Background: an optimization exercise with open tools, aiming at small area, a short achievable clock period and few clock cycles. Do not read the settings as production practice.
The RTL was checked by simulation tests, not by an equivalence proof against the original design.
Power is estimated from default activity; no workload was simulated.

Design vit_dec, start of the top module:
module vit_dec (
    input  wire        clk,
    input  wire        rst,           
    output wire        ready,
    input  wire        start,
    input  wire [3:0]  cfg_k,
    input  wire [3:0]  cfg_n,
    input  wire        cfg_order,
    input  wire [31:0] cfg_poly,
    input  wire [7:0]  cfg_ss,
    input  wire [7:0]  cfg_nb,
    output wire        sym_ready,
    input  wire        sym_valid,
    input  wire [3:0]  sym,
    output wire        done,
    output wire [2:0]  err,
    output wire [5:0]  final_state,
    output wire [7:0]  metric,
    output wire [31:0] bits
);
    localparam NS = 64;
    integer i, j, q;
    function [2:0] pop4;
        input [3:0] v;
        reg s0, c0;
        begin
            s0 = v[0] ^ v[1] ^ v[2];
            c0 = (v[0] & v[1]) | (v[0] & v[2]) | (v[1] & v[2]);
            pop4[0] = s0 ^ v[3];
            pop4[1] = c0 ^ (s0 & v[3]);
            pop4[2] = c0 & s0 & v[3];
        end
    endfunction
    function [5:0] addpop;
        input [5:0] a;
        input [3:0] v;
        reg s, c, k0, k1, a23, a234;
        begin
            s  = v[0] ^ v[1] ^ v[2];
            c  = (v[0] & v[1]) | (v[0] & v[2]) | (v[1] & v[2]);
            addpop[0] = a[0] ^ s ^ v[3];
            k0 = (a[0] & s) | (a[0] & v[3]) | (s & v[3]);
            addpop[1] = a[1] ^ c ^ k0;
            k1 = (a[1] & c) | (a[1] & k0) | (c & k0);
            a23  = a[2] & a[3];
            a234 = a23 & a[4];
            addpop[2] = a[2] ^ k1;
            addpop[3] = a[3] ^ (k1 & a[2]);
            addpop[4] = a[4] ^ (k1 & a23);
            addpop[5] = a[5] ^ (k1 & a234);
        end
    endfunction
    reg        busy;                 
    reg        bad;                  
    reg [2:0]  err_r;
    reg [2:0]  m;                    
    reg [5:0]  nb;
    reg [5:0]  taken;                
    reg [5:0]  step;                 
  ...
Settings: LEC_CHECK=0, CAP_MARGIN=20, CORE_MARGIN=2, CORE_UTILIZATION=45, CTS_CLUSTER_DIAMETER=100, CTS_CLUSTER_SIZE=25, PLACE_DENSITY=0.6, SLEW_MARGIN=20, SYNTH_HIERARCHICAL=1; clock period 14.0 ns.
standard.sh (not shown) runs the stock make flow with config.mk's settings and CLKGATE_MAP_FILE= SYNTH_SCRIPT=/design/flow/synth_recipe.tcl, a recipe that flattens the netlist after the stock synthesis.
==> flow/flow/run.sh <==
#!/bin/bash
set -euo pipefail
export SETUP_SLACK_MARGIN=9.75
bash standard.sh > standard.log 2>&1
The baseline passed the timing, DRC and antenna checks.
Testbench counts at the start, summed over its fixed seeds: cycles 18,947.
Then changed:
==> flow/flow/run.sh (replaced) <==
#!/bin/bash
set -euo pipefail
export SETUP_SLACK_MARGIN=9.9
export BUFFER_PORTS_ARGS="-buffer_cell sky130_fd_sc_hd__buf_4"
bash standard.sh > standard.log 2>&1
What happened: Via count rose slightly. Worst setup slack is better by 0.043 ns. Flip-flop and latch count does not change.

* * *

vit_dec, a different RTL version from the one above (not shown whole).
For scale: about 13000 cells after synthesis, roughly 2300 flip-flops, about 120 I/O pins, roughly 130000 µm² of cells after synthesis.
Settings: LEC_CHECK=0, CAP_MARGIN=20, CORE_MARGIN=2, CORE_UTILIZATION=45, CTS_CLUSTER_DIAMETER=100, CTS_CLUSTER_SIZE=25, PLACE_DENSITY=0.6, SLEW_MARGIN=20, SYNTH_HIERARCHICAL=1; clock period 14.0 ns.
==> flow/flow/run.sh <==
#!/bin/bash
set -euo pipefail
export SETUP_SLACK_MARGIN=9.8
export BUFFER_PORTS_ARGS="-buffer_cell sky130_fd_sc_hd__buf_4"
bash standard.sh > standard.log 2>&1
The first run ran to the end with no violations.
Testbench counts at the start, summed over its fixed seeds: cycles 18,947.
Change:
--- a/flow/flow/run.sh
+++ b/flow/flow/run.sh
@@ -3 +3 @@
-export SETUP_SLACK_MARGIN=9.8
+export SETUP_SLACK_MARGIN=9.9
Sequential cell count does not change.
Final cell count stays flat.
Worst setup slack is worse by 0.030 ns.
Area after synthesis stays the same.
Cell area grows by 0.79%.
Wire length is lower by about 0.9%.
Via count is about the same.
Utilization went up by 0.38 points.
Clock power falls by about 2%.
Clock skew goes down by 0.0052 ns.
Combinational power came out higher by about 2%.

[what the ideal ports hide]
The results above use ideal ports. As a check the final layouts listed here were re-extracted and re-timed, cells and wires unchanged. Step 1, drivers: a clkbuf_16 drives clk and a buf_2 each remaining input, both assumed. Step 2, shift: input delay + t, output delay - t, t = (earliest + latest rising clock arrival at the registers) / 2. This alone moves slack from input paths to output paths. Three values: ideal ports, drivers, drivers and shift; two values: the first two.
| run | t (ns) | slack for setup (ns) | latest minus earliest clock arrival (ns) | worst register clock-pin slew, ns |
|---|---|---|---|---|
| the first run of note 1 | 0.979 | 9.729 / 9.668 / 8.832 | 0.083 / 0.083 | 0.11 / 0.11 |
| the second run of note 1 | 0.982 | 9.772 / 9.664 / 9.004 | 0.082 / 0.081 | 0.12 / 0.12 |
| the first run of note 2 | 0.910 | 9.751 / 9.659 / 8.952 | 0.105 / 0.106 | 0.11 / 0.11 |
| the second run of note 2 | 0.912 | 9.722 / 9.626 / 9.023 | 0.093 / 0.093 | 0.11 / 0.11 |
After both steps setup and hold are still met in every run listed. For the first run of note 1, which loses most, drivers alone change the setup slack by -0.061 ns; drivers and shift together by -0.897 ns.
